What follows belongs to an exercise in optimizing a design on an open flow for small area, a short achievable clock period and few clock cycles per item; a production flow would make more cautious choices.
Only simulation tests tie the RTL to the original design; equivalence was not proved.

## flow/design.v (module list and top-level ports; edited modules follow where they fit)
// module btc_enc: 549 lines
// module btc_sq3: 223 lines
// module btc_asum: 347 lines
// module btc_csum: 117 lines
// module btc_p565: 781 lines
// module btc_q17: 262 lines
// module btc_aoff: 191 lines
module btc_enc (
  input  wire         clk,
  input  wire         rst,         
  input  wire         in_valid,
  output wire         in_ready,
  input  wire [1:0]   in_fmt,      
  input  wire [511:0] in_pixels,   
  output wire         out_valid,
  input  wire         out_ready,
  output wire [127:0] out_block    
);
  // ...
==> flow/run.sh <==
#!/bin/bash
# synth_recipe.tcl (not shown) runs the flow's synth.tcl, then flattens the netlist and writes it again
# the make line also repeats each setting of config.mk as NAME=value (left out here)
make -C /OpenROAD-flow-scripts/flow DESIGN_CONFIG=/design/flow/config.mk WORK_HOME=/design/flow/orfs CLKGATE_MAP_FILE= SYNTH_SCRIPT=/design/flow/synth_recipe.tcl finish
==> flow/config.mk <==
export PLATFORM = sky130hd
export DESIGN_NAME = btc_enc
export DESIGN_NICKNAME = btc_enc
export VERILOG_FILES = /design/flow/design.v
export SDC_FILE = /design/flow/constraint.sdc
export NUM_CORES = 4
export LEC_CHECK = 0
export ABC_CLOCK_PERIOD_IN_PS = 9000
export CAP_MARGIN = 20
export CORE_MARGIN = 2
export CORE_UTILIZATION = 40
export SLEW_MARGIN = 20
==> flow/constraint.sdc <==
create_clock -name core_clock -period 36.0 [get_ports {clk}]
set_input_delay 7.2000 -clock core_clock [delete_from_list [all_inputs] [get_ports {clk}]]
set_output_delay 7.2000 -clock core_clock [all_outputs]
set_load 0.01 [all_outputs]
==> run notes, run 1 <==
r2r endpoint p1c_p2[16]$_DFF_P_; most numerous cell on the critical path ha_1; total of max-cap violations 0; end point of the worst hold path p2a_e[8]$_DFF_P_; Synth Area in Adders 0.2903; status no timing/DRC/antenna violations; Critical Path Sink p1c_p2[16]$_DFF_P_; site row count 249; CTS tree done; GRT Total Usage 0.3096; met2 Track Usage GR 0.4784; most common flop cell mapped by yosys dfxtp_1; Synth Area in Compound Gates 0.1379; final hold viol count 0; Final Max Tran Viols 0; Largest register FFs 512; Post-CTS Setup Repair Bufs 0; synth warn 17; crit path buf inv count 8; main area contributors after synthesis fa_1, edfxtp_1, ha_1, dfxtp_1, inv_1; initial antenna violation count 88; register bit total from synthesis 1,850; final std cells w/o fill 26,340; f_max 66.20 MHz
Testbench counts, summed over its fixed seeds: cycles 61,430, items 288.
==> module btc_csum, before the edit <==
module btc_csum (input wire [22:0] p, input wire [18:0] v0, input wire [18:0] v1, input wire [18:0] v2, input wire [18:0] v3, output wire [22:0] e);
  wire s1 = v0[0] ^ v1[0] ^ v2[0];
  wire s2 = (v0[0] & v1[0]) | (v0[0] & v2[0]) | (v1[0] & v2[0]);
  wire s3 = v0[1] ^ v1[1] ^ v2[1];
  wire s4 = (v0[1] & v1[1]) | (v0[1] & v2[1]) | (v1[1] & v2[1]);
  wire s5 = v0[2] ^ v1[2] ^ v2[2];
  wire s6 = (v0[2] & v1[2]) | (v0[2] & v2[2]) | (v1[2] & v2[2]);
  wire s7 = v0[3] ^ v1[3] ^ v2[3];
  wire s8 = (v0[3] & v1[3]) | (v0[3] & v2[3]) | (v1[3] & v2[3]);
  wire s9 = v0[4] ^ v1[4] ^ v2[4];
  wire s10 = (v0[4] & v1[4]) | (v0[4] & v2[4]) | (v1[4] & v2[4]);
  wire s11 = v0[5] ^ v1[5] ^ v2[5];
  wire s12 = (v0[5] & v1[5]) | (v0[5] & v2[5]) | (v1[5] & v2[5]);
  wire s13 = v0[6] ^ v1[6] ^ v2[6];
  wire s14 = (v0[6] & v1[6]) | (v0[6] & v2[6]) | (v1[6] & v2[6]);
  wire s15 = v0[7] ^ v1[7] ^ v2[7];
  wire s16 = (v0[7] & v1[7]) | (v0[7] & v2[7]) | (v1[7] & v2[7]);
  wire s17 = v0[8] ^ v1[8] ^ v2[8];
  wire s18 = (v0[8] & v1[8]) | (v0[8] & v2[8]) | (v1[8] & v2[8]);
  wire s19 = v0[9] ^ v1[9] ^ v2[9];
  wire s20 = (v0[9] & v1[9]) | (v0[9] & v2[9]) | (v1[9] & v2[9]);
  wire s21 = v0[10] ^ v1[10] ^ v2[10];
  wire s22 = (v0[10] & v1[10]) | (v0[10] & v2[10]) | (v1[10] & v2[10]);
  wire s23 = v0[11] ^ v1[11] ^ v2[11];
  wire s24 = (v0[11] & v1[11]) | (v0[11] & v2[11]) | (v1[11] & v2[11]);
  wire s25 = v0[12] ^ v1[12] ^ v2[12];
  wire s26 = (v0[12] & v1[12]) | (v0[12] & v2[12]) | (v1[12] & v2[12]);
  wire s27 = v0[13] ^ v1[13] ^ v2[13];
  wire s28 = (v0[13] & v1[13]) | (v0[13] & v2[13]) | (v1[13] & v2[13]);
  wire s29 = v0[14] ^ v1[14] ^ v2[14];
  wire s30 = (v0[14] & v1[14]) | (v0[14] & v2[14]) | (v1[14] & v2[14]);
  wire s31 = v0[15] ^ v1[15] ^ v2[15];
  wire s32 = (v0[15] & v1[15]) | (v0[15] & v2[15]) | (v1[15] & v2[15]);
  wire s33 = v0[16] ^ v1[16] ^ v2[16];
  wire s34 = (v0[16] & v1[16]) | (v0[16] & v2[16]) | (v1[16] & v2[16]);
  wire s35 = v0[17] ^ v1[17] ^ v2[17];
  wire s36 = (v0[17] & v1[17]) | (v0[17] & v2[17]) | (v1[17] & v2[17]);
  wire s37 = v0[18] ^ v1[18] ^ v2[18];
  wire s38 = (v0[18] & v1[18]) | (v0[18] & v2[18]) | (v1[18] & v2[18]);
  wire s39 = s1 ^ v3[0] ^ p[0];
  wire s40 = (s1 & v3[0]) | (s1 & p[0]) | (v3[0] & p[0]);
  wire s41 = s2 ^ s3 ^ v3[1];
  wire s42 = (s2 & s3) | (s2 & v3[1]) | (s3 & v3[1]);
  wire s43 = s4 ^ s5 ^ v3[2];
  wire s44 = (s4 & s5) | (s4 & v3[2]) | (s5 & v3[2]);
  wire s45 = s6 ^ s7 ^ v3[3];
  wire s46 = (s6 & s7) | (s6 & v3[3]) | (s7 & v3[3]);
  wire s47 = s8 ^ s9 ^ v3[4];
  wire s48 = (s8 & s9) | (s8 & v3[4]) | (s9 & v3[4]);
  wire s49 = s10 ^ s11 ^ v3[5];
  wire s50 = (s10 & s11) | (s10 & v3[5]) | (s11 & v3[5]);
  wire s51 = s12 ^ s13 ^ v3[6];
  wire s52 = (s12 & s13) | (s12 & v3[6]) | (s13 & v3[6]);
  wire s53 = s14 ^ s15 ^ v3[7];
  wire s54 = (s14 & s15) | (s14 & v3[7]) | (s15 & v3[7]);
  wire s55 = s16 ^ s17 ^ v3[8];
  wire s56 = (s16 & s17) | (s16 & v3[8]) | (s17 & v3[8]);
  wire s57 = s18 ^ s19 ^ v3[9];
  wire s58 = (s18 & s19) | (s18 & v3[9]) | (s19 & v3[9]);
  wire s59 = s20 ^ s21 ^ v3[10];
  wire s60 = (s20 & s21) | (s20 & v3[10]) | (s21 & v3[10]);
  wire s61 = s22 ^ s23 ^ v3[11];
  wire s62 = (s22 & s23) | (s22 & v3[11]) | (s23 & v3[11]);
  wire s63 = s24 ^ s25 ^ v3[12];
  wire s64 = (s24 & s25) | (s24 & v3[12]) | (s25 & v3[12]);
  wire s65 = s26 ^ s27 ^ v3[13];
  wire s66 = (s26 & s27) | (s26 & v3[13]) | (s27 & v3[13]);
  wire s67 = s28 ^ s29 ^ v3[14];
  wire s68 = (s28 & s29) | (s28 & v3[14]) | (s29 & v3[14]);
  wire s69 = s30 ^ s31 ^ v3[15];
  wire s70 = (s30 & s31) | (s30 & v3[15]) | (s31 & v3[15]);
  wire s71 = s32 ^ s33 ^ v3[16];
  wire s72 = (s32 & s33) | (s32 & v3[16]) | (s33 & v3[16]);
  wire s73 = s34 ^ s35 ^ v3[17];
  wire s74 = (s34 & s35) | (s34 & v3[17]) | (s35 & v3[17]);
  wire s75 = s36 ^ s37 ^ v3[18];
  wire s76 = (s36 & s37) | (s36 & v3[18]) | (s37 & v3[18]);
  wire s77 = s40 ^ s41 ^ p[1];
  wire s78 = (s40 & s41) | (s40 & p[1]) | (s41 & p[1]);
  wire s79 = s42 ^ s43 ^ p[2];
  wire s80 = (s42 & s43) | (s42 & p[2]) | (s43 & p[2]);
  wire s81 = s44 ^ s45 ^ p[3];
  wire s82 = (s44 & s45) | (s44 & p[3]) | (s45 & p[3]);
  wire s83 = s46 ^ s47 ^ p[4];
  wire s84 = (s46 & s47) | (s46 & p[4]) | (s47 & p[4]);
  wire s85 = s48 ^ s49 ^ p[5];
  wire s86 = (s48 & s49) | (s48 & p[5]) | (s49 & p[5]);
  wire s87 = s50 ^ s51 ^ p[6];
  wire s88 = (s50 & s51) | (s50 & p[6]) | (s51 & p[6]);
  wire s89 = s52 ^ s53 ^ p[7];
  wire s90 = (s52 & s53) | (s52 & p[7]) | (s53 & p[7]);
  wire s91 = s54 ^ s55 ^ p[8];
  wire s92 = (s54 & s55) | (s54 & p[8]) | (s55 & p[8]);
  wire s93 = s56 ^ s57 ^ p[9];
  wire s94 = (s56 & s57) | (s56 & p[9]) | (s57 & p[9]);
  wire s95 = s58 ^ s59 ^ p[10];
  wire s96 = (s58 & s59) | (s58 & p[10]) | (s59 & p[10]);
  wire s97 = s60 ^ s61 ^ p[11];
  wire s98 = (s60 & s61) | (s60 & p[11]) | (s61 & p[11]);
  wire s99 = s62 ^ s63 ^ p[12];
  wire s100 = (s62 & s63) | (s62 & p[12]) | (s63 & p[12]);
  wire s101 = s64 ^ s65 ^ p[13];
  wire s102 = (s64 & s65) | (s64 & p[13]) | (s65 & p[13]);
  wire s103 = s66 ^ s67 ^ p[14];
  wire s104 = (s66 & s67) | (s66 & p[14]) | (s67 & p[14]);
  wire s105 = s68 ^ s69 ^ p[15];
  wire s106 = (s68 & s69) | (s68 & p[15]) | (s69 & p[15]);
  wire s107 = s70 ^ s71 ^ p[16];
  wire s108 = (s70 & s71) | (s70 & p[16]) | (s71 & p[16]);
  wire s109 = s72 ^ s73 ^ p[17];
  wire s110 = (s72 & s73) | (s72 & p[17]) | (s73 & p[17]);
  wire s111 = s74 ^ s75 ^ p[18];
  wire s112 = (s74 & s75) | (s74 & p[18]) | (s75 & p[18]);
  wire s113 = s76 ^ s38 ^ p[19];
  wire s114 = (s76 & s38) | (s76 & p[19]) | (s38 & p[19]);
  assign e = {p[22],p[21],s114,s112,s110,s108,s106,s104,s102,s100,s98,s96,s94,s92,s90,s88,s86,s84,s82,s80,s78,s77,s39} + {1'b0,1'b0,p[20],s113,s111,s109,s107,s105,s103,s101,s99,s97,s95,s93,s91,s89,s87,s85,s83,s81,s79,1'b0,1'b0};
endmodule
==> inputs of run 2 (changes only) <==
--- a/flow/design.v
+++ b/flow/design.v
@@ -11,24 +11,2 @@
 );
-  function [7:0] div3;    
-    input [9:0] x;
-    integer i;
-    reg [2:0] t;
-    reg [1:0] r;
-    reg [9:0] q;
-    begin
-      r = 2'd0;
-      for (i = 9; i >= 0; i = i - 1) begin
-        t = {r, x[i]};
-        if (t >= 3'd3) begin q[i] = 1'b1; r = t - 3'd3; end
-        else           begin q[i] = 1'b0; r = t[1:0];   end
-      end
-      div3 = q[7:0];
-    end
-  endfunction
-  function [7:0] third;   
-    input [7:0] a, b;
-    begin
-      third = div3({1'b0, a, 1'b0} + {2'b00, b});
-    end
-  endfunction
   function [4:0] ffs_above;
@@ -122,2 +100,5 @@
   reg [15:0] cdup;
+  reg        c_row0;     
+  reg [15:0] cvis;       
+  reg [15:0] cpk [0:15];
   reg        cq_v;
@@ -128,3 +109,4 @@
   reg [23:0] cq_x;       
-  wire       c_iss = cq_v || c_run;
+  wire       c_dupj;     
+  wire       c_iss = cq_v || (c_run && !c_dupj);
   wire [3:0] s1c_i = cq_v ? cq_i : ci;
@@ -134,4 +116,11 @@
   btc_p565 u_pj (.p(px[32*s1c_j +: 24]), .c(ej));
-  wire        cmark = (ei == ej) && (ci != cj);
-  wire [15:0] cmask = inO & ~cdup & ~({15'd0, cmark} << cj);
+  wire [15:0] cmatch;
+  genvar gp;
+  generate
+    for (gp = 0; gp < 16; gp = gp + 1) begin : g_cmatch
+      assign cmatch[gp] = cvis[gp] && (cpk[gp] == ej);
+    end
+  endgenerate
+  assign      c_dupj = c_row0 && (|cmatch);
+  wire [15:0] cmask = inO & ~cdup & ~({15'd0, c_dupj} << cj);
   wire [4:0]  c_nj  = ffs_above(cmask, cj);
@@ -150,5 +139,11 @@
       cdup  <= 16'd0;
+      cvis  <= 16'd0;
+      c_row0 <= 1'b1;
     end else if (c_adv) begin
       cn <= cn + 8'd1;
-      if (cmark) cdup[cj] <= 1'b1;
+      if (c_row0) begin
+        cvis[cj] <= 1'b1;
+        cpk[cj]  <= ej;
+      end
+      if (c_dupj) cdup[cj] <= 1'b1;
       if (c_nj[4]) begin
@@ -156,2 +151,3 @@
       end else if (c_ni[4]) begin
+        c_row0 <= 1'b0;
         ci <= c_ni[3:0];
@@ -172,4 +168,9 @@
   wire [7:0] ejr = {ej[15:11], ej[15:13]}, ejg = {ej[10:5], ej[10:9]}, ejb = {ej[4:0], ej[4:2]};
-  wire [23:0] t_ij = {third(eib, ejb), third(eig, ejg), third(eir, ejr)};    
-  wire [23:0] t_ji = {third(ejb, eib), third(ejg, eig), third(ejr, eir)};
+  wire [23:0] t_ij, t_ji;    
+  btc_third u_t0 (.a(eir), .b(ejr), .y(t_ij[7:0]));
+  btc_third u_t1 (.a(eig), .b(ejg), .y(t_ij[15:8]));
+  btc_third u_t2 (.a(eib), .b(ejb), .y(t_ij[23:16]));
+  btc_third u_t3 (.a(ejr), .b(eir), .y(t_ji[7:0]));
+  btc_third u_t4 (.a(ejg), .b(eig), .y(t_ji[15:8]));
+  btc_third u_t5 (.a(ejb), .b(eib), .y(t_ji[23:16]));
   wire        c0_is_i = punch ^ (ei > ej);    
@@ -267,7 +268,11 @@
       wire [18:0] d2 = p2c_d[gm][56:38], d3 = p2c_d[gm][75:57];
-      wire        s01 = d1 < d0;
+      wire        l10, l32, lx, e10, e32, ex;
+      btc_cmp19 u_c01 (.a(d1), .b(d0), .lt(l10), .eq(e10));
+      btc_cmp19 u_c23 (.a(d3), .b(d2), .lt(l32), .eq(e32));
+      wire        s01 = l10;
       wire [18:0] m01 = s01 ? d1 : d0;
-      wire        s23 = !p2c_m3 && (d3 < d2);
+      wire        s23 = !p2c_m3 && l32;
       wire [18:0] m23 = s23 ? d3 : d2;
-      wire        sx  = m23 < m01;
+      btc_cmp19 u_cx (.a(m23), .b(m01), .lt(lx), .eq(ex));
+      wire        sx  = lx;
       assign cdmin[gm]          = !p2c_go[gm] ? 19'd0 : sx ? m23 : m01;
@@ -290,3 +295,5 @@
   reg  [31:0] cb_x;
-  wire        c_keep = !cb_ok || (c_e < cb_e) || ((c_e == cb_e) && (p2c_n < cb_n));
+  wire        c_lt, c_eq;
+  btc_cmp23 u_ckeep (.a(c_e), .b(cb_e), .lt(c_lt), .eq(c_eq));
+  wire        c_keep = !cb_ok || c_lt || (c_eq && (p2c_n < cb_n));
   always @(posedge clk) begin
@@ -328,3 +335,5 @@
   reg [35:0] aq_x;
-  wire       a_iss = aq_v || a_run;
+  reg        a_row0;     
+  wire       a_dupj;     
+  wire       a_iss = aq_v || (a_run && !a_dupj);
   wire [3:0] s1a_i = aq_v ? aq_i : ai;
@@ -333,4 +342,10 @@
   wire [7:0]  va1 = px[32*s1a_j+24 +: 8];
-  wire        amark = (va0 == va1) && (aj > ai);
-  wire [15:0] amask = ~adup & ~({15'd0, amark} << aj);
+  wire [15:0] amatch;
+  generate
+    for (gp = 0; gp < 16; gp = gp + 1) begin : g_amatch
+      assign amatch[gp] = (gp < aj) && (px[32*gp+24 +: 8] == va1);
+    end
+  endgenerate
+  assign      a_dupj = a_row0 && (|amatch);
+  wire [15:0] amask = ~adup & ~({15'd0, a_dupj} << aj);
   wire [4:0]  a_nj  = ffs_above(amask, aj);
@@ -347,5 +362,6 @@
       adup  <= 16'd0;
+      a_row0 <= 1'b1;
     end else if (a_adv) begin
-      an <= an + 8'd1;
-      if (amark) adup[aj] <= 1'b1;
+      if (!a_dupj) an <= an + 8'd1;
+      if (a_dupj) adup[aj] <= 1'b1;
       if (a_nj[4]) begin
@@ -353,2 +369,3 @@
       end else if (a_ni[4]) begin
+        a_row0 <= 1'b0;
         ai <= a_ni[3:0];
@@ -513,3 +530,5 @@
   reg  [63:0] ab_blk;    
-  wire        a_keep = !ab_ok || (a_e < ab_e) || ((a_e == ab_e) && (p2a_n < ab_n));
+  wire        a_lt, a_eq;
+  btc_cmp20 u_akeep (.a(a_e), .b(ab_e), .lt(a_lt), .eq(a_eq));
+  wire        a_keep = !ab_ok || a_lt || (a_eq && (p2a_n < ab_n));
   wire [63:0] a4w;
@@ -770,3 +789,115 @@
   wire s220 = (s210 & s197) | (s210 & 1'b1) | (s197 & 1'b1);
-  assign d = {s218,s217,s204,s216,s214,s212,s220,s219,s209,s208,s207,s193,s173,s141,s89,s2,s1,dr[0],db[0]} + {s191,1'b0,s205,s203,s215,s213,s211,1'b0,1'b0,s195,1'b0,1'b0,1'b0,1'b0,1'b0,s3,1'b0,1'b0,1'b0};
+  wire s221 = db[0] & 1'b0;
+  wire s222 = db[0] ^ 1'b0;
+  wire s223 = dr[0] & 1'b0;
+  wire s224 = dr[0] ^ 1'b0;
+  wire s225 = s1 & 1'b0;
+  wire s226 = s1 ^ 1'b0;
+  wire s227 = s2 & s3;
+  wire s228 = s2 ^ s3;
+  wire s229 = s89 & 1'b0;
+  wire s230 = s89 ^ 1'b0;
+  wire s231 = s141 & 1'b0;
+  wire s232 = s141 ^ 1'b0;
+  wire s233 = s173 & 1'b0;
+  wire s234 = s173 ^ 1'b0;
+  wire s235 = s193 & 1'b0;
+  wire s236 = s193 ^ 1'b0;
+  wire s237 = s207 & 1'b0;
+  wire s238 = s207 ^ 1'b0;
+  wire s239 = s208 & s195;
+  wire s240 = s208 ^ s195;
+  wire s241 = s209 & 1'b0;
+  wire s242 = s209 ^ 1'b0;
+  wire s243 = s219 & 1'b0;
+  wire s244 = s219 ^ 1'b0;
+  wire s245 = s220 & s211;
+  wire s246 = s220 ^ s211;
+  wire s247 = s212 & s213;
+  wire s248 = s212 ^ s213;
+  wire s249 = s214 & s215;
+  wire s250 = s214 ^ s215;
+  wire s251 = s216 & s203;
+  wire s252 = s216 ^ s203;
+  wire s253 = s204 & s205;
+  wire s254 = s204 ^ s205;
+  wire s255 = s217 & 1'b0;
+  wire s256 = s217 ^ 1'b0;
+  wire s257 = s218 & s191;
+  wire s258 = s218 ^ s191;
+  wire s259 = s223 | (s224 & s221);
+  wire s260 = s224 & s222;
+  wire s261 = s227 | (s228 & s225);
+  wire s262 = s228 & s226;
+  wire s263 = s231 | (s232 & s229);
+  wire s264 = s232 & s230;
+  wire s265 = s235 | (s236 & s233);
+  wire s266 = s236 & s234;
+  wire s267 = s239 | (s240 & s237);
+  wire s268 = s240 & s238;
+  wire s269 = s243 | (s244 & s241);
+  wire s270 = s244 & s242;
+  wire s271 = s247 | (s248 & s245);
+  wire s272 = s248 & s246;
+  wire s273 = s251 | (s252 & s249);
+  wire s274 = s252 & s250;
+  wire s275 = s255 | (s256 & s253);
+  wire s276 = s256 & s254;
+  wire s277 = s225 | (s226 & s259);
+  wire s278 = s226 & s260;
+  wire s279 = s261 | (s262 & s259);
+  wire s280 = s262 & s260;
+  wire s281 = s233 | (s234 & s263);
+  wire s282 = s234 & s264;
+  wire s283 = s265 | (s266 & s263);
+  wire s284 = s266 & s264;
+  wire s285 = s241 | (s242 & s267);
+  wire s286 = s242 & s268;
+  wire s287 = s269 | (s270 & s267);
+  wire s288 = s270 & s268;
+  wire s289 = s249 | (s250 & s271);
+  wire s290 = s250 & s272;
+  wire s291 = s273 | (s274 & s271);
+  wire s292 = s274 & s272;
+  wire s293 = s257 | (s258 & s275);
+  wire s294 = s258 & s276;
+  wire s295 = s229 | (s230 & s279);
+  wire s296 = s230 & s280;
+  wire s297 = s263 | (s264 & s279);
+  wire s298 = s264 & s280;
+  wire s299 = s281 | (s282 & s279);
+  wire s300 = s282 & s280;
+  wire s301 = s283 | (s284 & s279);
+  wire s302 = s284 & s280;
+  wire s303 = s245 | (s246 & s287);
+  wire s304 = s246 & s288;
+  wire s305 = s271 | (s272 & s287);
+  wire s306 = s272 & s288;
+  wire s307 = s289 | (s290 & s287);
+  wire s308 = s290 & s288;
+  wire s309 = s291 | (s292 & s287);
+  wire s310 = s292 & s288;
+  wire s311 = s237 | (s238 & s301);
+  wire s312 = s238 & s302;
+  wire s313 = s267 | (s268 & s301);
+  wire s314 = s268 & s302;
+  wire s315 = s285 | (s286 & s301);
+  wire s316 = s286 & s302;
+  wire s317 = s287 | (s288 & s301);
+  wire s318 = s288 & s302;
+  wire s319 = s303 | (s304 & s301);
+  wire s320 = s304 & s302;
+  wire s321 = s305 | (s306 & s301);
+  wire s322 = s306 & s302;
+  wire s323 = s307 | (s308 & s301);
+  wire s324 = s308 & s302;
+  wire s325 = s309 | (s310 & s301);
+  wire s326 = s310 & s302;
+  wire s327 = s253 | (s254 & s325);
+  wire s328 = s254 & s326;
+  wire s329 = s275 | (s276 & s325);
+  wire s330 = s276 & s326;
+  wire s331 = s293 | (s294 & s325);
+  wire s332 = s294 & s326;
+  assign d = {(s258 ^ s329), (s256 ^ s327), (s254 ^ s325), (s252 ^ s323), (s250 ^ s321), (s248 ^ s319), (s246 ^ s317), (s244 ^ s315), (s242 ^ s313), (s240 ^ s311), (s238 ^ s301), (s236 ^ s299), (s234 ^ s297), (s232 ^ s295), (s230 ^ s279), (s228 ^ s277), (s226 ^ s259), (s224 ^ s221), s222};
 endmodule
@@ -1117,3 +1248,123 @@
   wire s344 = (s342 & s320) | (s342 & s321) | (s320 & s321);
-  assign e = {s315,s314,s332,s330,s328,s326,s338,s336,s344,s343,s341,s339,s333,s317,s293,s257,s203,s202,s201,s121} + {1'b0,s291,s313,s331,s329,s327,s325,s337,s335,1'b0,1'b0,1'b0,1'b0,1'b0,1'b0,1'b0,1'b0,s123,1'b0,1'b0};
+  wire s345 = s121 & 1'b0;
+  wire s346 = s121 ^ 1'b0;
+  wire s347 = s201 & 1'b0;
+  wire s348 = s201 ^ 1'b0;
+  wire s349 = s202 & s123;
+  wire s350 = s202 ^ s123;
+  wire s351 = s203 & 1'b0;
+  wire s352 = s203 ^ 1'b0;
+  wire s353 = s257 & 1'b0;
+  wire s354 = s257 ^ 1'b0;
+  wire s355 = s293 & 1'b0;
+  wire s356 = s293 ^ 1'b0;
+  wire s357 = s317 & 1'b0;
+  wire s358 = s317 ^ 1'b0;
+  wire s359 = s333 & 1'b0;
+  wire s360 = s333 ^ 1'b0;
+  wire s361 = s339 & 1'b0;
+  wire s362 = s339 ^ 1'b0;
+  wire s363 = s341 & 1'b0;
+  wire s364 = s341 ^ 1'b0;
+  wire s365 = s343 & 1'b0;
+  wire s366 = s343 ^ 1'b0;
+  wire s367 = s344 & s335;
+  wire s368 = s344 ^ s335;
+  wire s369 = s336 & s337;
+  wire s370 = s336 ^ s337;
+  wire s371 = s338 & s325;
+  wire s372 = s338 ^ s325;
+  wire s373 = s326 & s327;
+  wire s374 = s326 ^ s327;
+  wire s375 = s328 & s329;
+  wire s376 = s328 ^ s329;
+  wire s377 = s330 & s331;
+  wire s378 = s330 ^ s331;
+  wire s379 = s332 & s313;
+  wire s380 = s332 ^ s313;
+  wire s381 = s314 & s291;
+  wire s382 = s314 ^ s291;
+  wire s383 = s315 & 1'b0;
+  wire s384 = s315 ^ 1'b0;
+  wire s385 = s347 | (s348 & s345);
+  wire s386 = s348 & s346;
+  wire s387 = s351 | (s352 & s349);
+  wire s388 = s352 & s350;
+  wire s389 = s355 | (s356 & s353);
+  wire s390 = s356 & s354;
+  wire s391 = s359 | (s360 & s357);
+  wire s392 = s360 & s358;
+  wire s393 = s363 | (s364 & s361);
+  wire s394 = s364 & s362;
+  wire s395 = s367 | (s368 & s365);
+  wire s396 = s368 & s366;
+  wire s397 = s371 | (s372 & s369);
+  wire s398 = s372 & s370;
+  wire s399 = s375 | (s376 & s373);
+  wire s400 = s376 & s374;
+  wire s401 = s379 | (s380 & s377);
+  wire s402 = s380 & s378;
+  wire s403 = s383 | (s384 & s381);
+  wire s404 = s384 & s382;
+  wire s405 = s349 | (s350 & s385);
+  wire s406 = s350 & s386;
+  wire s407 = s387 | (s388 & s385);
+  wire s408 = s388 & s386;
+  wire s409 = s357 | (s358 & s389);
+  wire s410 = s358 & s390;
+  wire s411 = s391 | (s392 & s389);
+  wire s412 = s392 & s390;
+  wire s413 = s365 | (s366 & s393);
+  wire s414 = s366 & s394;
+  wire s415 = s395 | (s396 & s393);
+  wire s416 = s396 & s394;
+  wire s417 = s373 | (s374 & s397);
+  wire s418 = s374 & s398;
+  wire s419 = s399 | (s400 & s397);
+  wire s420 = s400 & s398;
+  wire s421 = s381 | (s382 & s401);
+  wire s422 = s382 & s402;
+  wire s423 = s403 | (s404 & s401);
+  wire s424 = s404 & s402;
+  wire s425 = s353 | (s354 & s407);
+  wire s426 = s354 & s408;
+  wire s427 = s389 | (s390 & s407);
+  wire s428 = s390 & s408;
+  wire s429 = s409 | (s410 & s407);
+  wire s430 = s410 & s408;
+  wire s431 = s411 | (s412 & s407);
+  wire s432 = s412 & s408;
+  wire s433 = s369 | (s370 & s415);
+  wire s434 = s370 & s416;
+  wire s435 = s397 | (s398 & s415);
+  wire s436 = s398 & s416;
+  wire s437 = s417 | (s418 & s415);
+  wire s438 = s418 & s416;
+  wire s439 = s419 | (s420 & s415);
+  wire s440 = s420 & s416;
+  wire s441 = s361 | (s362 & s431);
+  wire s442 = s362 & s432;
+  wire s443 = s393 | (s394 & s431);
+  wire s444 = s394 & s432;
+  wire s445 = s413 | (s414 & s431);
+  wire s446 = s414 & s432;
+  wire s447 = s415 | (s416 & s431);
+  wire s448 = s416 & s432;
+  wire s449 = s433 | (s434 & s431);
+  wire s450 = s434 & s432;
+  wire s451 = s435 | (s436 & s431);
+  wire s452 = s436 & s432;
+  wire s453 = s437 | (s438 & s431);
+  wire s454 = s438 & s432;
+  wire s455 = s439 | (s440 & s431);
+  wire s456 = s440 & s432;
+  wire s457 = s377 | (s378 & s455);
+  wire s458 = s378 & s456;
+  wire s459 = s401 | (s402 & s455);
+  wire s460 = s402 & s456;
+  wire s461 = s421 | (s422 & s455);
+  wire s462 = s422 & s456;
+  wire s463 = s423 | (s424 & s455);
+  wire s464 = s424 & s456;
+  assign e = {(s384 ^ s461), (s382 ^ s459), (s380 ^ s457), (s378 ^ s455), (s376 ^ s453), (s374 ^ s451), (s372 ^ s449), (s370 ^ s447), (s368 ^ s445), (s366 ^ s443), (s364 ^ s441), (s362 ^ s431), (s360 ^ s429), (s358 ^ s427), (s356 ^ s425), (s354 ^ s407), (s352 ^ s405), (s350 ^ s385), (s348 ^ s345), s346};
 endmodule
@@ -1234,3 +1485,656 @@
   wire s114 = (s76 & s38) | (s76 & p[19]) | (s38 & p[19]);
-  assign e = {p[22],p[21],s114,s112,s110,s108,s106,s104,s102,s100,s98,s96,s94,s92,s90,s88,s86,s84,s82,s80,s78,s77,s39} + {1'b0,1'b0,p[20],s113,s111,s109,s107,s105,s103,s101,s99,s97,s95,s93,s91,s89,s87,s85,s83,s81,s79,1'b0,1'b0};
+  wire s115 = s39 & 1'b0;
+  wire s116 = s39 ^ 1'b0;
+  wire s117 = s77 & 1'b0;
+  wire s118 = s77 ^ 1'b0;
+  wire s119 = s78 & s79;
+  wire s120 = s78 ^ s79;
+  wire s121 = s80 & s81;
+  wire s122 = s80 ^ s81;
+  wire s123 = s82 & s83;
+  wire s124 = s82 ^ s83;
+  wire s125 = s84 & s85;
+  wire s126 = s84 ^ s85;
+  wire s127 = s86 & s87;
+  wire s128 = s86 ^ s87;
+  wire s129 = s88 & s89;
+  wire s130 = s88 ^ s89;
+  wire s131 = s90 & s91;
+  wire s132 = s90 ^ s91;
+  wire s133 = s92 & s93;
+  wire s134 = s92 ^ s93;
+  wire s135 = s94 & s95;
+  wire s136 = s94 ^ s95;
+  wire s137 = s96 & s97;
+  wire s138 = s96 ^ s97;
+  wire s139 = s98 & s99;
+  wire s140 = s98 ^ s99;
+  wire s141 = s100 & s101;
+  wire s142 = s100 ^ s101;
+  wire s143 = s102 & s103;
+  wire s144 = s102 ^ s103;
+  wire s145 = s104 & s105;
+  wire s146 = s104 ^ s105;
+  wire s147 = s106 & s107;
+  wire s148 = s106 ^ s107;
+  wire s149 = s108 & s109;
+  wire s150 = s108 ^ s109;
+  wire s151 = s110 & s111;
+  wire s152 = s110 ^ s111;
+  wire s153 = s112 & s113;
+  wire s154 = s112 ^ s113;
+  wire s155 = s114 & p[20];
+  wire s156 = s114 ^ p[20];
+  wire s157 = p[21] & 1'b0;
+  wire s158 = p[21] ^ 1'b0;
+  wire s159 = p[22] & 1'b0;
+  wire s160 = p[22] ^ 1'b0;
+  wire s161 = s117 | (s118 & s115);
+  wire s162 = s118 & s116;
+  wire s163 = s121 | (s122 & s119);
+  wire s164 = s122 & s120;
+  wire s165 = s125 | (s126 & s123);
+  wire s166 = s126 & s124;
+  wire s167 = s129 | (s130 & s127);
+  wire s168 = s130 & s128;
+  wire s169 = s133 | (s134 & s131);
+  wire s170 = s134 & s132;
+  wire s171 = s137 | (s138 & s135);
+  wire s172 = s138 & s136;
+  wire s173 = s141 | (s142 & s139);
+  wire s174 = s142 & s140;
+  wire s175 = s145 | (s146 & s143);
+  wire s176 = s146 & s144;
+  wire s177 = s149 | (s150 & s147);
+  wire s178 = s150 & s148;
+  wire s179 = s153 | (s154 & s151);
+  wire s180 = s154 & s152;
+  wire s181 = s157 | (s158 & s155);
+  wire s182 = s158 & s156;
+  wire s183 = s119 | (s120 & s161);
+  wire s184 = s120 & s162;
+  wire s185 = s163 | (s164 & s161);
+  wire s186 = s164 & s162;
+  wire s187 = s127 | (s128 & s165);
+  wire s188 = s128 & s166;
+  wire s189 = s167 | (s168 & s165);
+  wire s190 = s168 & s166;
+  wire s191 = s135 | (s136 & s169);
+  wire s192 = s136 & s170;
+  wire s193 = s171 | (s172 & s169);
+  wire s194 = s172 & s170;
+  wire s195 = s143 | (s144 & s173);
+  wire s196 = s144 & s174;
+  wire s197 = s175 | (s176 & s173);
+  wire s198 = s176 & s174;
+  wire s199 = s151 | (s152 & s177);
+  wire s200 = s152 & s178;
+  wire s201 = s179 | (s180 & s177);
+  wire s202 = s180 & s178;
+  wire s203 = s159 | (s160 & s181);
+  wire s204 = s160 & s182;
+  wire s205 = s123 | (s124 & s185);
+  wire s206 = s124 & s186;
+  wire s207 = s165 | (s166 & s185);
+  wire s208 = s166 & s186;
+  wire s209 = s187 | (s188 & s185);
+  wire s210 = s188 & s186;
+  wire s211 = s189 | (s190 & s185);
+  wire s212 = s190 & s186;
+  wire s213 = s139 | (s140 & s193);
+  wire s214 = s140 & s194;
+  wire s215 = s173 | (s174 & s193);
+  wire s216 = s174 & s194;
+  wire s217 = s195 | (s196 & s193);
+  wire s218 = s196 & s194;
+  wire s219 = s197 | (s198 & s193);
+  wire s220 = s198 & s194;
+  wire s221 = s155 | (s156 & s201);
+  wire s222 = s156 & s202;
+  wire s223 = s181 | (s182 & s201);
+  wire s224 = s182 & s202;
+  wire s225 = s203 | (s204 & s201);
+  wire s226 = s204 & s202;
+  wire s227 = s131 | (s132 & s211);
+  wire s228 = s132 & s212;
+  wire s229 = s169 | (s170 & s211);
+  wire s230 = s170 & s212;
+  wire s231 = s191 | (s192 & s211);
+  wire s232 = s192 & s212;
+  wire s233 = s193 | (s194 & s211);
+  wire s234 = s194 & s212;
+  wire s235 = s213 | (s214 & s211);
+  wire s236 = s214 & s212;
+  wire s237 = s215 | (s216 & s211);
+  wire s238 = s216 & s212;
+  wire s239 = s217 | (s218 & s211);
+  wire s240 = s218 & s212;
+  wire s241 = s219 | (s220 & s211);
+  wire s242 = s220 & s212;
+  wire s243 = s147 | (s148 & s241);
+  wire s244 = s148 & s242;
+  wire s245 = s177 | (s178 & s241);
+  wire s246 = s178 & s242;
+  wire s247 = s199 | (s200 & s241);
+  wire s248 = s200 & s242;
+  wire s249 = s201 | (s202 & s241);
+  wire s250 = s202 & s242;
+  wire s251 = s221 | (s222 & s241);
+  wire s252 = s222 & s242;
+  wire s253 = s223 | (s224 & s241);
+  wire s254 = s224 & s242;
+  wire s255 = s225 | (s226 & s241);
+  wire s256 = s226 & s242;
+  assign e = {(s160 ^ s253), (s158 ^ s251), (s156 ^ s249), (s154 ^ s247), (s152 ^ s245), (s150 ^ s243), (s148 ^ s241), (s146 ^ s239), (s144 ^ s237), (s142 ^ s235), (s140 ^ s233), (s138 ^ s231), (s136 ^ s229), (s134 ^ s227), (s132 ^ s211), (s130 ^ s209), (s128 ^ s207), (s126 ^ s205), (s124 ^ s185), (s122 ^ s183), (s120 ^ s161), (s118 ^ s115), s116};
+endmodule
+module btc_third (input wire [7:0] a, input wire [7:0] b, output wire [7:0] y);
+  wire [18:0] s;
+  wire s1 = b[1] ^ a[0] ^ b[0];
+  wire s2 = (b[1] & a[0]) | (b[1] & b[0]) | (a[0] & b[0]);
+  wire s3 = b[2] ^ a[1] ^ b[1];
+  wire s4 = (b[2] & a[1]) | (b[2] & b[1]) | (a[1] & b[1]);
+  wire s5 = b[3] ^ a[2] ^ b[2];
+  wire s6 = (b[3] & a[2]) | (b[3] & b[2]) | (a[2] & b[2]);
+  wire s7 = b[4] ^ a[3] ^ b[3];
+  wire s8 = (b[4] & a[3]) | (b[4] & b[3]) | (a[3] & b[3]);
+  wire s9 = a[2] ^ b[1] ^ a[0];
+  wire s10 = (a[2] & b[1]) | (a[2] & a[0]) | (b[1] & a[0]);
+  wire s11 = b[5] ^ a[4] ^ b[4];
+  wire s12 = (b[5] & a[4]) | (b[5] & b[4]) | (a[4] & b[4]);
+  wire s13 = a[3] ^ b[2] ^ a[1];
+  wire s14 = (a[3] & b[2]) | (a[3] & a[1]) | (b[2] & a[1]);
+  wire s15 = b[6] ^ a[5] ^ b[5];
+  wire s16 = (b[6] & a[5]) | (b[6] & b[5]) | (a[5] & b[5]);
+  wire s17 = a[4] ^ b[3] ^ a[2];
+  wire s18 = (a[4] & b[3]) | (a[4] & a[2]) | (b[3] & a[2]);
+  wire s19 = b[7] ^ a[6] ^ b[6];
+  wire s20 = (b[7] & a[6]) | (b[7] & b[6]) | (a[6] & b[6]);
+  wire s21 = a[5] ^ b[4] ^ a[3];
+  wire s22 = (a[5] & b[4]) | (a[5] & a[3]) | (b[4] & a[3]);
+  wire s23 = b[2] ^ a[1] ^ b[0];
+  wire s24 = (b[2] & a[1]) | (b[2] & b[0]) | (a[1] & b[0]);
+  wire s25 = a[7] ^ b[7] ^ a[6];
+  wire s26 = (a[7] & b[7]) | (a[7] & a[6]) | (b[7] & a[6]);
+  wire s27 = b[5] ^ a[4] ^ b[3];
+  wire s28 = (b[5] & a[4]) | (b[5] & b[3]) | (a[4] & b[3]);
+  wire s29 = a[2] ^ b[1] ^ a[0];
+  wire s30 = (a[2] & b[1]) | (a[2] & a[0]) | (b[1] & a[0]);
+  wire s31 = a[7] ^ b[6] ^ a[5];
+  wire s32 = (a[7] & b[6]) | (a[7] & a[5]) | (b[6] & a[5]);
+  wire s33 = b[4] ^ a[3] ^ b[2];
+  wire s34 = (b[4] & a[3]) | (b[4] & b[2]) | (a[3] & b[2]);
+  wire s35 = b[7] ^ a[6] ^ b[5];
+  wire s36 = (b[7] & a[6]) | (b[7] & b[5]) | (a[6] & b[5]);
+  wire s37 = a[4] ^ b[3] ^ a[2];
+  wire s38 = (a[4] & b[3]) | (a[4] & a[2]) | (b[3] & a[2]);
+  wire s39 = a[7] ^ b[6] ^ a[5];
+  wire s40 = (a[7] & b[6]) | (a[7] & a[5]) | (b[6] & a[5]);
+  wire s41 = b[4] ^ a[3] ^ b[2];
+  wire s42 = (b[4] & a[3]) | (b[4] & b[2]) | (a[3] & b[2]);
+  wire s43 = b[7] ^ a[6] ^ b[5];
+  wire s44 = (b[7] & a[6]) | (b[7] & b[5]) | (a[6] & b[5]);
+  wire s45 = a[4] ^ b[3] ^ a[2];
+  wire s46 = (a[4] & b[3]) | (a[4] & a[2]) | (b[3] & a[2]);
+  wire s47 = a[7] ^ b[6] ^ a[5];
+  wire s48 = (a[7] & b[6]) | (a[7] & a[5]) | (b[6] & a[5]);
+  wire s49 = b[7] ^ a[6] ^ b[5];
+  wire s50 = (b[7] & a[6]) | (b[7] & b[5]) | (a[6] & b[5]);
+  wire s51 = a[7] ^ b[6] ^ a[5];
+  wire s52 = (a[7] & b[6]) | (a[7] & a[5]) | (b[6] & a[5]);
+  wire s53 = s2 ^ s3 ^ a[0];
+  wire s54 = (s2 & s3) | (s2 & a[0]) | (s3 & a[0]);
+  wire s55 = s4 ^ s5 ^ a[1];
+  wire s56 = (s4 & s5) | (s4 & a[1]) | (s5 & a[1]);
+  wire s57 = s6 ^ s7 ^ s9;
+  wire s58 = (s6 & s7) | (s6 & s9) | (s7 & s9);
+  wire s59 = s8 ^ s10 ^ s11;
+  wire s60 = (s8 & s10) | (s8 & s11) | (s10 & s11);
+  wire s61 = s12 ^ s14 ^ s15;
+  wire s62 = (s12 & s14) | (s12 & s15) | (s14 & s15);
+  wire s63 = s17 ^ b[1] ^ a[0];
+  wire s64 = (s17 & b[1]) | (s17 & a[0]) | (b[1] & a[0]);
+  wire s65 = s16 ^ s18 ^ s19;
+  wire s66 = (s16 & s18) | (s16 & s19) | (s18 & s19);
+  wire s67 = s20 ^ s22 ^ s24;
+  wire s68 = (s20 & s22) | (s20 & s24) | (s22 & s24);
+  wire s69 = s25 ^ s27 ^ s29;
+  wire s70 = (s25 & s27) | (s25 & s29) | (s27 & s29);
+  wire s71 = s26 ^ s28 ^ s30;
+  wire s72 = (s26 & s28) | (s26 & s30) | (s28 & s30);
+  wire s73 = s31 ^ s33 ^ a[1];
+  wire s74 = (s31 & s33) | (s31 & a[1]) | (s33 & a[1]);
+  wire s75 = s32 ^ s34 ^ s35;
+  wire s76 = (s32 & s34) | (s32 & s35) | (s34 & s35);
+  wire s77 = s37 ^ b[1] ^ a[0];
+  wire s78 = (s37 & b[1]) | (s37 & a[0]) | (b[1] & a[0]);
+  wire s79 = s36 ^ s38 ^ s39;
+  wire s80 = (s36 & s38) | (s36 & s39) | (s38 & s39);
+  wire s81 = s40 ^ s42 ^ s43;
+  wire s82 = (s40 & s42) | (s40 & s43) | (s42 & s43);
+  wire s83 = s44 ^ s46 ^ s47;
+  wire s84 = (s44 & s46) | (s44 & s47) | (s46 & s47);
+  wire s85 = s48 ^ s49 ^ a[4];
+  wire s86 = (s48 & s49) | (s48 & a[4]) | (s49 & a[4]);
+  wire s87 = s52 ^ b[7] ^ a[6];
+  wire s88 = (s52 & b[7]) | (s52 & a[6]) | (b[7] & a[6]);
+  wire s89 = s54 ^ s55 ^ b[0];
+  wire s90 = (s54 & s55) | (s54 & b[0]) | (s55 & b[0]);
+  wire s91 = s58 ^ s59 ^ s13;
+  wire s92 = (s58 & s59) | (s58 & s13) | (s59 & s13);
+  wire s93 = s60 ^ s61 ^ s63;
+  wire s94 = (s60 & s61) | (s60 & s63) | (s61 & s63);
+  wire s95 = s62 ^ s64 ^ s65;
+  wire s96 = (s62 & s64) | (s62 & s65) | (s64 & s65);
+  wire s97 = s66 ^ s67 ^ s69;
+  wire s98 = (s66 & s67) | (s66 & s69) | (s67 & s69);
+  wire s99 = s68 ^ s70 ^ s71;
+  wire s100 = (s68 & s70) | (s68 & s71) | (s70 & s71);
+  wire s101 = s72 ^ s74 ^ s75;
+  wire s102 = (s72 & s74) | (s72 & s75) | (s74 & s75);
+  wire s103 = s76 ^ s78 ^ s79;
+  wire s104 = (s76 & s78) | (s76 & s79) | (s78 & s79);
+  wire s105 = s80 ^ s81 ^ s45;
+  wire s106 = (s80 & s81) | (s80 & s45) | (s81 & s45);
+  wire s107 = s82 ^ s83 ^ b[4];
+  wire s108 = (s82 & s83) | (s82 & b[4]) | (s83 & b[4]);
+  wire s109 = s86 ^ s50 ^ s51;
+  wire s110 = (s86 & s50) | (s86 & s51) | (s50 & s51);
+  wire s111 = s90 ^ s56 ^ s57;
+  wire s112 = (s90 & s56) | (s90 & s57) | (s56 & s57);
+  wire s113 = s94 ^ s95 ^ s21;
+  wire s114 = (s94 & s95) | (s94 & s21) | (s95 & s21);
+  wire s115 = s98 ^ s99 ^ s73;
+  wire s116 = (s98 & s99) | (s98 & s73) | (s99 & s73);
+  wire s117 = s100 ^ s101 ^ s77;
+  wire s118 = (s100 & s101) | (s100 & s77) | (s101 & s77);
+  wire s119 = s102 ^ s103 ^ s41;
+  wire s120 = (s102 & s103) | (s102 & s41) | (s103 & s41);
+  wire s121 = s106 ^ s107 ^ a[3];
+  wire s122 = (s106 & s107) | (s106 & a[3]) | (s107 & a[3]);
+  wire s123 = s108 ^ s84 ^ s85;
+  wire s124 = (s108 & s84) | (s108 & s85) | (s84 & s85);
+  wire s125 = s112 ^ s91 ^ b[0];
+  wire s126 = (s112 & s91) | (s112 & b[0]) | (s91 & b[0]);
+  wire s127 = s114 ^ s96 ^ s97;
+  wire s128 = (s114 & s96) | (s114 & s97) | (s96 & s97);
+  wire s129 = s118 ^ s119 ^ a[1];
+  wire s130 = (s118 & s119) | (s118 & a[1]) | (s119 & a[1]);
+  wire s131 = s120 ^ s104 ^ s105;
+  wire s132 = (s120 & s104) | (s120 & s105) | (s104 & s105);
+  wire s133 = s126 ^ s92 ^ s93;
+  wire s134 = (s126 & s92) | (s126 & s93) | (s92 & s93);
+  wire s135 = s128 ^ s115 ^ b[0];
+  wire s136 = (s128 & s115) | (s128 & b[0]) | (s115 & b[0]);
+  wire s137 = s134 ^ s113 ^ s23;
+  wire s138 = (s134 & s113) | (s134 & s23) | (s113 & s23);
+  wire s139 = s136 ^ s116 ^ s117;
+  wire s140 = (s136 & s116) | (s136 & s117) | (s116 & s117);
+  wire s141 = b[0] & 1'b0;
+  wire s142 = b[0] ^ 1'b0;
+  wire s143 = s1 & 1'b0;
+  wire s144 = s1 ^ 1'b0;
+  wire s145 = s53 & 1'b0;
+  wire s146 = s53 ^ 1'b0;
+  wire s147 = s89 & 1'b0;
+  wire s148 = s89 ^ 1'b0;
+  wire s149 = s111 & 1'b0;
+  wire s150 = s111 ^ 1'b0;
+  wire s151 = s125 & 1'b0;
+  wire s152 = s125 ^ 1'b0;
+  wire s153 = s133 & 1'b0;
+  wire s154 = s133 ^ 1'b0;
+  wire s155 = s137 & 1'b0;
+  wire s156 = s137 ^ 1'b0;
+  wire s157 = s138 & s127;
+  wire s158 = s138 ^ s127;
+  wire s159 = s135 & 1'b0;
+  wire s160 = s135 ^ 1'b0;
+  wire s161 = s139 & 1'b0;
+  wire s162 = s139 ^ 1'b0;
+  wire s163 = s140 & s129;
+  wire s164 = s140 ^ s129;
+  wire s165 = s130 & s131;
+  wire s166 = s130 ^ s131;
+  wire s167 = s132 & s121;
+  wire s168 = s132 ^ s121;
+  wire s169 = s122 & s123;
+  wire s170 = s122 ^ s123;
+  wire s171 = s124 & s109;
+  wire s172 = s124 ^ s109;
+  wire s173 = s110 & s87;
+  wire s174 = s110 ^ s87;
+  wire s175 = s88 & a[7];
+  wire s176 = s88 ^ a[7];
+  wire s177 = 1'b0 & 1'b0;
+  wire s178 = 1'b0 ^ 1'b0;
+  wire s179 = s143 | (s144 & s141);
+  wire s180 = s144 & s142;
+  wire s181 = s147 | (s148 & s145);
+  wire s182 = s148 & s146;
+  wire s183 = s151 | (s152 & s149);
+  wire s184 = s152 & s150;
+  wire s185 = s155 | (s156 & s153);
+  wire s186 = s156 & s154;
+  wire s187 = s159 | (s160 & s157);
+  wire s188 = s160 & s158;
+  wire s189 = s163 | (s164 & s161);
+  wire s190 = s164 & s162;
+  wire s191 = s167 | (s168 & s165);
+  wire s192 = s168 & s166;
+  wire s193 = s171 | (s172 & s169);
+  wire s194 = s172 & s170;
+  wire s195 = s175 | (s176 & s173);
+  wire s196 = s176 & s174;
+  wire s197 = s145 | (s146 & s179);
+  wire s198 = s146 & s180;
+  wire s199 = s181 | (s182 & s179);
+  wire s200 = s182 & s180;
+  wire s201 = s153 | (s154 & s183);
+  wire s202 = s154 & s184;
+  wire s203 = s185 | (s186 & s183);
+  wire s204 = s186 & s184;
+  wire s205 = s161 | (s162 & s187);
+  wire s206 = s162 & s188;
+  wire s207 = s189 | (s190 & s187);
+  wire s208 = s190 & s188;
+  wire s209 = s169 | (s170 & s191);
+  wire s210 = s170 & s192;
+  wire s211 = s193 | (s194 & s191);
+  wire s212 = s194 & s192;
+  wire s213 = s177 | (s178 & s195);
+  wire s214 = s178 & s196;
+  wire s215 = s149 | (s150 & s199);
+  wire s216 = s150 & s200;
+  wire s217 = s183 | (s184 & s199);
+  wire s218 = s184 & s200;
+  wire s219 = s201 | (s202 & s199);
+  wire s220 = s202 & s200;
+  wire s221 = s203 | (s204 & s199);
+  wire s222 = s204 & s200;
+  wire s223 = s165 | (s166 & s207);
+  wire s224 = s166 & s208;
+  wire s225 = s191 | (s192 & s207);
+  wire s226 = s192 & s208;
+  wire s227 = s209 | (s210 & s207);
+  wire s228 = s210 & s208;
+  wire s229 = s211 | (s212 & s207);
+  wire s230 = s212 & s208;
+  wire s231 = s157 | (s158 & s221);
+  wire s232 = s158 & s222;
+  wire s233 = s187 | (s188 & s221);
+  wire s234 = s188 & s222;
+  wire s235 = s205 | (s206 & s221);
+  wire s236 = s206 & s222;
+  wire s237 = s207 | (s208 & s221);
+  wire s238 = s208 & s222;
+  wire s239 = s223 | (s224 & s221);
+  wire s240 = s224 & s222;
+  wire s241 = s225 | (s226 & s221);
+  wire s242 = s226 & s222;
+  wire s243 = s227 | (s228 & s221);
+  wire s244 = s228 & s222;
+  wire s245 = s229 | (s230 & s221);
+  wire s246 = s230 & s222;
+  wire s247 = s173 | (s174 & s245);
+  wire s248 = s174 & s246;
+  wire s249 = s195 | (s196 & s245);
+  wire s250 = s196 & s246;
+  wire s251 = s213 | (s214 & s245);
+  wire s252 = s214 & s246;
+  assign s = {(s178 ^ s249), (s176 ^ s247), (s174 ^ s245), (s172 ^ s243), (s170 ^ s241), (s168 ^ s239), (s166 ^ s237), (s164 ^ s235), (s162 ^ s233), (s160 ^ s231), (s158 ^ s221), (s156 ^ s219), (s154 ^ s217), (s152 ^ s215), (s150 ^ s199), (s148 ^ s197), (s146 ^ s179), (s144 ^ s141), s142};
+  assign y = s[18:11];
+endmodule
+module btc_cmp19 (input wire [18:0] a, input wire [18:0] b, output wire lt, output wire eq);
+  wire s1 = ~a[0] & b[0];
+  wire s2 = ~(a[0] ^ b[0]);
+  wire s3 = ~a[1] & b[1];
+  wire s4 = ~(a[1] ^ b[1]);
+  wire s5 = ~a[2] & b[2];
+  wire s6 = ~(a[2] ^ b[2]);
+  wire s7 = ~a[3] & b[3];
+  wire s8 = ~(a[3] ^ b[3]);
+  wire s9 = ~a[4] & b[4];
+  wire s10 = ~(a[4] ^ b[4]);
+  wire s11 = ~a[5] & b[5];
+  wire s12 = ~(a[5] ^ b[5]);
+  wire s13 = ~a[6] & b[6];
+  wire s14 = ~(a[6] ^ b[6]);
+  wire s15 = ~a[7] & b[7];
+  wire s16 = ~(a[7] ^ b[7]);
+  wire s17 = ~a[8] & b[8];
+  wire s18 = ~(a[8] ^ b[8]);
+  wire s19 = ~a[9] & b[9];
+  wire s20 = ~(a[9] ^ b[9]);
+  wire s21 = ~a[10] & b[10];
+  wire s22 = ~(a[10] ^ b[10]);
+  wire s23 = ~a[11] & b[11];
+  wire s24 = ~(a[11] ^ b[11]);
+  wire s25 = ~a[12] & b[12];
+  wire s26 = ~(a[12] ^ b[12]);
+  wire s27 = ~a[13] & b[13];
+  wire s28 = ~(a[13] ^ b[13]);
+  wire s29 = ~a[14] & b[14];
+  wire s30 = ~(a[14] ^ b[14]);
+  wire s31 = ~a[15] & b[15];
+  wire s32 = ~(a[15] ^ b[15]);
+  wire s33 = ~a[16] & b[16];
+  wire s34 = ~(a[16] ^ b[16]);
+  wire s35 = ~a[17] & b[17];
+  wire s36 = ~(a[17] ^ b[17]);
+  wire s37 = ~a[18] & b[18];
+  wire s38 = ~(a[18] ^ b[18]);
+  wire s39 = s3 | (s4 & s1);
+  wire s40 = s4 & s2;
+  wire s41 = s7 | (s8 & s5);
+  wire s42 = s8 & s6;
+  wire s43 = s11 | (s12 & s9);
+  wire s44 = s12 & s10;
+  wire s45 = s15 | (s16 & s13);
+  wire s46 = s16 & s14;
+  wire s47 = s19 | (s20 & s17);
+  wire s48 = s20 & s18;
+  wire s49 = s23 | (s24 & s21);
+  wire s50 = s24 & s22;
+  wire s51 = s27 | (s28 & s25);
+  wire s52 = s28 & s26;
+  wire s53 = s31 | (s32 & s29);
+  wire s54 = s32 & s30;
+  wire s55 = s35 | (s36 & s33);
+  wire s56 = s36 & s34;
+  wire s57 = s41 | (s42 & s39);
+  wire s58 = s42 & s40;
+  wire s59 = s45 | (s46 & s43);
+  wire s60 = s46 & s44;
+  wire s61 = s49 | (s50 & s47);
+  wire s62 = s50 & s48;
+  wire s63 = s53 | (s54 & s51);
+  wire s64 = s54 & s52;
+  wire s65 = s37 | (s38 & s55);
+  wire s66 = s38 & s56;
+  wire s67 = s59 | (s60 & s57);
+  wire s68 = s60 & s58;
+  wire s69 = s63 | (s64 & s61);
+  wire s70 = s64 & s62;
+  wire s71 = s69 | (s70 & s67);
+  wire s72 = s70 & s68;
+  wire s73 = s65 | (s66 & s71);
+  wire s74 = s66 & s72;
+  assign lt = s73;
+  assign eq = s74;
+endmodule
+module btc_cmp20 (input wire [19:0] a, input wire [19:0] b, output wire lt, output wire eq);
+  wire s1 = ~a[0] & b[0];
+  wire s2 = ~(a[0] ^ b[0]);
+  wire s3 = ~a[1] & b[1];
+  wire s4 = ~(a[1] ^ b[1]);
+  wire s5 = ~a[2] & b[2];
+  wire s6 = ~(a[2] ^ b[2]);
+  wire s7 = ~a[3] & b[3];
+  wire s8 = ~(a[3] ^ b[3]);
+  wire s9 = ~a[4] & b[4];
+  wire s10 = ~(a[4] ^ b[4]);
+  wire s11 = ~a[5] & b[5];
+  wire s12 = ~(a[5] ^ b[5]);
+  wire s13 = ~a[6] & b[6];
+  wire s14 = ~(a[6] ^ b[6]);
+  wire s15 = ~a[7] & b[7];
+  wire s16 = ~(a[7] ^ b[7]);
+  wire s17 = ~a[8] & b[8];
+  wire s18 = ~(a[8] ^ b[8]);
+  wire s19 = ~a[9] & b[9];
+  wire s20 = ~(a[9] ^ b[9]);
+  wire s21 = ~a[10] & b[10];
+  wire s22 = ~(a[10] ^ b[10]);
+  wire s23 = ~a[11] & b[11];
+  wire s24 = ~(a[11] ^ b[11]);
+  wire s25 = ~a[12] & b[12];
+  wire s26 = ~(a[12] ^ b[12]);
+  wire s27 = ~a[13] & b[13];
+  wire s28 = ~(a[13] ^ b[13]);
+  wire s29 = ~a[14] & b[14];
+  wire s30 = ~(a[14] ^ b[14]);
+  wire s31 = ~a[15] & b[15];
+  wire s32 = ~(a[15] ^ b[15]);
+  wire s33 = ~a[16] & b[16];
+  wire s34 = ~(a[16] ^ b[16]);
+  wire s35 = ~a[17] & b[17];
+  wire s36 = ~(a[17] ^ b[17]);
+  wire s37 = ~a[18] & b[18];
+  wire s38 = ~(a[18] ^ b[18]);
+  wire s39 = ~a[19] & b[19];
+  wire s40 = ~(a[19] ^ b[19]);
+  wire s41 = s3 | (s4 & s1);
+  wire s42 = s4 & s2;
+  wire s43 = s7 | (s8 & s5);
+  wire s44 = s8 & s6;
+  wire s45 = s11 | (s12 & s9);
+  wire s46 = s12 & s10;
+  wire s47 = s15 | (s16 & s13);
+  wire s48 = s16 & s14;
+  wire s49 = s19 | (s20 & s17);
+  wire s50 = s20 & s18;
+  wire s51 = s23 | (s24 & s21);
+  wire s52 = s24 & s22;
+  wire s53 = s27 | (s28 & s25);
+  wire s54 = s28 & s26;
+  wire s55 = s31 | (s32 & s29);
+  wire s56 = s32 & s30;
+  wire s57 = s35 | (s36 & s33);
+  wire s58 = s36 & s34;
+  wire s59 = s39 | (s40 & s37);
+  wire s60 = s40 & s38;
+  wire s61 = s43 | (s44 & s41);
+  wire s62 = s44 & s42;
+  wire s63 = s47 | (s48 & s45);
+  wire s64 = s48 & s46;
+  wire s65 = s51 | (s52 & s49);
+  wire s66 = s52 & s50;
+  wire s67 = s55 | (s56 & s53);
+  wire s68 = s56 & s54;
+  wire s69 = s59 | (s60 & s57);
+  wire s70 = s60 & s58;
+  wire s71 = s63 | (s64 & s61);
+  wire s72 = s64 & s62;
+  wire s73 = s67 | (s68 & s65);
+  wire s74 = s68 & s66;
+  wire s75 = s73 | (s74 & s71);
+  wire s76 = s74 & s72;
+  wire s77 = s69 | (s70 & s75);
+  wire s78 = s70 & s76;
+  assign lt = s77;
+  assign eq = s78;
+endmodule
+module btc_cmp23 (input wire [22:0] a, input wire [22:0] b, output wire lt, output wire eq);
+  wire s1 = ~a[0] & b[0];
+  wire s2 = ~(a[0] ^ b[0]);
+  wire s3 = ~a[1] & b[1];
+  wire s4 = ~(a[1] ^ b[1]);
+  wire s5 = ~a[2] & b[2];
+  wire s6 = ~(a[2] ^ b[2]);
+  wire s7 = ~a[3] & b[3];
+  wire s8 = ~(a[3] ^ b[3]);
+  wire s9 = ~a[4] & b[4];
+  wire s10 = ~(a[4] ^ b[4]);
+  wire s11 = ~a[5] & b[5];
+  wire s12 = ~(a[5] ^ b[5]);
+  wire s13 = ~a[6] & b[6];
+  wire s14 = ~(a[6] ^ b[6]);
+  wire s15 = ~a[7] & b[7];
+  wire s16 = ~(a[7] ^ b[7]);
+  wire s17 = ~a[8] & b[8];
+  wire s18 = ~(a[8] ^ b[8]);
+  wire s19 = ~a[9] & b[9];
+  wire s20 = ~(a[9] ^ b[9]);
+  wire s21 = ~a[10] & b[10];
+  wire s22 = ~(a[10] ^ b[10]);
+  wire s23 = ~a[11] & b[11];
+  wire s24 = ~(a[11] ^ b[11]);
+  wire s25 = ~a[12] & b[12];
+  wire s26 = ~(a[12] ^ b[12]);
+  wire s27 = ~a[13] & b[13];
+  wire s28 = ~(a[13] ^ b[13]);
+  wire s29 = ~a[14] & b[14];
+  wire s30 = ~(a[14] ^ b[14]);
+  wire s31 = ~a[15] & b[15];
+  wire s32 = ~(a[15] ^ b[15]);
+  wire s33 = ~a[16] & b[16];
+  wire s34 = ~(a[16] ^ b[16]);
+  wire s35 = ~a[17] & b[17];
+  wire s36 = ~(a[17] ^ b[17]);
+  wire s37 = ~a[18] & b[18];
+  wire s38 = ~(a[18] ^ b[18]);
+  wire s39 = ~a[19] & b[19];
+  wire s40 = ~(a[19] ^ b[19]);
+  wire s41 = ~a[20] & b[20];
+  wire s42 = ~(a[20] ^ b[20]);
+  wire s43 = ~a[21] & b[21];
+  wire s44 = ~(a[21] ^ b[21]);
+  wire s45 = ~a[22] & b[22];
+  wire s46 = ~(a[22] ^ b[22]);
+  wire s47 = s3 | (s4 & s1);
+  wire s48 = s4 & s2;
+  wire s49 = s7 | (s8 & s5);
+  wire s50 = s8 & s6;
+  wire s51 = s11 | (s12 & s9);
+  wire s52 = s12 & s10;
+  wire s53 = s15 | (s16 & s13);
+  wire s54 = s16 & s14;
+  wire s55 = s19 | (s20 & s17);
+  wire s56 = s20 & s18;
+  wire s57 = s23 | (s24 & s21);
+  wire s58 = s24 & s22;
+  wire s59 = s27 | (s28 & s25);
+  wire s60 = s28 & s26;
+  wire s61 = s31 | (s32 & s29);
+  wire s62 = s32 & s30;
+  wire s63 = s35 | (s36 & s33);
+  wire s64 = s36 & s34;
+  wire s65 = s39 | (s40 & s37);
+  wire s66 = s40 & s38;
+  wire s67 = s43 | (s44 & s41);
+  wire s68 = s44 & s42;
+  wire s69 = s49 | (s50 & s47);
+  wire s70 = s50 & s48;
+  wire s71 = s53 | (s54 & s51);
+  wire s72 = s54 & s52;
+  wire s73 = s57 | (s58 & s55);
+  wire s74 = s58 & s56;
+  wire s75 = s61 | (s62 & s59);
+  wire s76 = s62 & s60;
+  wire s77 = s65 | (s66 & s63);
+  wire s78 = s66 & s64;
+  wire s79 = s45 | (s46 & s67);
+  wire s80 = s46 & s68;
+  wire s81 = s71 | (s72 & s69);
+  wire s82 = s72 & s70;
+  wire s83 = s75 | (s76 & s73);
+  wire s84 = s76 & s74;
+  wire s85 = s79 | (s80 & s77);
+  wire s86 = s80 & s78;
+  wire s87 = s83 | (s84 & s81);
+  wire s88 = s84 & s82;
+  wire s89 = s85 | (s86 & s87);
+  wire s90 = s86 & s88;
+  assign lt = s89;
+  assign eq = s90;
 endmodule
==> run 2 against run 1 <==
  * Sequential cell count rose by 274
  * Count of clock-buffer cells in the layout rose by 46
  * Still clean
  * Highest routed layer unchanged
  * Register-to-register slack got worse by 0.70 ns
  * Largest cell class unchanged
  * Hold slack got worse by 0.032 ns
  * Clock skew fell by 0.029 ns
  * Setup slack got worse by 0.70 ns
==> run notes, run 2 <==
initial antenna violation count 120 (+36%); DP Wirelength 637.4 mm; Final nets 25,610; CTS H-tree lvls 4; Bufs on Longest Clock Path 4; final std cells w/o fill 28,530 (+8.3%); most common cell after layout, fill and taps aside inv_1; crit path buf inv count 6 (-2); RePlAce Congestion 0.9834; M1 wire length 317.6 mm; Post-synth ARST share 0; slew margin rel. 0.1480; Post-Syn Instances 20,910; post-CTS sizing 0; vias in the first global route 158,400; Critical Path Sink cb_x[21]$_DFFE_PP_; Largest register FFs 512 (unchanged); clk_skew 0.09289 ns; worst r2r src p2c_d[1][58]$_DFF_P_; crit path DAT 16.36 ns; Crit. End Element flip-flop; area delta synth->final 11.82%; top-count cell post-synth inv_1; final hold viol count 0 (unchanged); synth warn 17 (unchanged); Critical Path Slowest Stage Cell buf_4; Tmin final 15.81 ns; top routing layer in use met5; Port Buffers 647; layout cell share with drive strength beyond 1 0.07032; most numerous cell on the critical path o21a_1; RSZ-0062 raised after global routing false; CP peak stage delay 0.75 ns; GRT Total Usage 0.3009 (-0.008759); total of max-cap violations 0 (unchanged); most frequent cells in the layout inv_1, fa_1, nand2_1; CTS tree done; Remaining DRCs 0; clock sink count 2,124; site row count 262 (+5.2%); first-pass GRT wire length 1135 mm; EDFF count, synth 1,180; most common flop cell mapped by yosys edfxtp_1; f_max 63.26 MHz (-4.4%); DRT Pass-1 Iters 10; clock-pin slew of the registers on the worst-case setup and hold paths 0.06 ns; total CTS buffers 231; status no timing/DRC/antenna violations; register bit total from synthesis 2,124 (+15%); r2r endpoint cb_x[21]$_DFFE_PP_; dpl ws 20.25 ns; Critical Path Source Type flip-flop; Routed Wire Length 798.1 mm; Final Max Tran Viols 0 (unchanged); Die H 718.8 µm; post-synthesis cell area 0.2043 mm²; clock root buffer clkbuf_16; final worst setup slack 20.19 ns; crit path max fanout 54; main area contributors after synthesis fa_1, edfxtp_1, ha_1, dfxtp_1, inv_1; Final setup viols 0; post-synth top area share 0.1910; met3 WL 75.95 mm; TNS Setup 0 ns; Iter 0 DRT Violations 17,600; post-synth top area cell fa_1; Post-CTS Setup Repair Bufs 0 (unchanged)
==> run 2: cell types whose count changed after synthesis, moves of 40 or more <==
cell      before   now
inv_1       2340  2826
fa_1        1656  1950
edfxtp_1     906  1180
xnor2_1      874  1078
nor2_1      1602  1693
a21oi_1     1120  1047
mux2_2       143   216
a21o_1       412   345
nand2_1     1784  1722
xor2_1       367   427
o21a_1       138   185
clkbuf_1     463   503
==> run 2: cells by family (layout without fill, tap and decap cells) <==
kind of cell / Yosys count / after routing / share of synthesized area
and+or+nand+nor: 5430 / 5430 / 0.1232
AOI/OAI and AO/OA: 3703 / 3703 / 0.1172
adders and majority gates: 3602 / 3602 / 0.2919
buffers and inverters: 3534 / 4338 / 0.06600
DFF: 2124 / 2124 / 0.2659
xor gates and xnor gates: 1505 / 1505 / 0.06450
muxes: 1012 / 1012 / 0.07127
other: 1 / 87 / 0.00001835
==> run 2: per-stage QoR <==
step / util / hold slack [ns] / area (µm²)
6_report: 0.4489 / 0.2614 / 228500
5_1_grt: 0.4486 / 0.2744 / 228400
4_1_cts: 0.4484 / 0.2643 / 228300
3_5_place_dp: 0.4326 / 0.3121 / 220200
3_3_place_gp: 0.4325 / 0.3096 / 220200
2_1_floorplan: - / 0.3096 / 204300
==> run 2: worst register-to-register path, delay by kind of cell (launching register included) <==
kind	cells	cell delay, ns
adders and majority gates	8	3.13
AOI/OAI and AO/OA	42	7.93
buffers and inverters	6	2.26
and+or+nand+nor	11	1.70
DFF	1	0.31
==> run 2: final cells by class <==
class	instances	area (µm²)
repair buffers	1061	9592
flip-flops and latches	2124	54350
clock buffers	311	6441
well taps	6732	8423
multi-input cells	15250	137200
clock inverters	120	1602
inverters	2846	10710
fillers	48540	280600
diodes	86	215.2
==> run 2: routing by layer <==
metal,GRT usage,up-vias
met5,0,-
met4,0.1802,58
met3,0.06846,1623
met2,0.4578,8098
met1,0.3912,81180
li1,-,72400
==> run 2: worst min path at each step <==
| stage | startpoint | endpoint | cells after the start |
|---|---|---|---|
| floorplan | p1a_a0[0]$_DFF_P_ | p2a_a0[0]$_DFF_P_ | 0 |
| global placement | p1c_n[6]$_DFF_P_ | p2c_n[6]$_DFF_P_ | 0 |
| detailed placement | p1a_x[22]$_SDFF_PN0_ | p2a_x[22]$_DFF_P_ | 0 |
| CTS | p1a_e[7]$_SDFF_PN0_ | p2a_e[7]$_DFF_P_ | 0 |
| global route | p1a_e[7]$_SDFF_PN0_ | p2a_e[7]$_DFF_P_ | 0 |
| finish | p1a_e[7]$_SDFF_PN0_ | p2a_e[7]$_DFF_P_ | 0 |
Testbench counts of run 2, summed over its fixed seeds: cycles 54,482, items 288.

## re-timing with driven ports
Ports are ideal in the flow. The routed layouts listed here were re-timed in OpenROAD. Step 1 (the two cells are an assumption about what drives the block):
set clk [get_ports {clk}]
set_driving_cell -lib_cell sky130_fd_sc_hd__clkbuf_16 $clk
set_driving_cell -lib_cell sky130_fd_sc_hd__buf_2 [delete_from_list [all_inputs] $clk]
Step 2 moves the port delays by t, midway between the first and last clock arrival at a register: inputs arrive t later, outputs are due t later. That takes back most of the time a late clock gives input paths. a / b / c = ideal ports / drivers / drivers and shift; a / b = the first two.
run	t, ns	setup WS [ns]	hold WS [ns]	worst register clock-pin slew, ns
run 1	1.098	20.894 / 20.894 / 20.894	0.293 / 0.293 / 0.293	0.07 / 0.07
run 2	1.092	20.193 / 20.193 / 20.193	0.261 / 0.261 / 0.261	0.08 / 0.08
After both steps setup and hold are still met in every run listed.
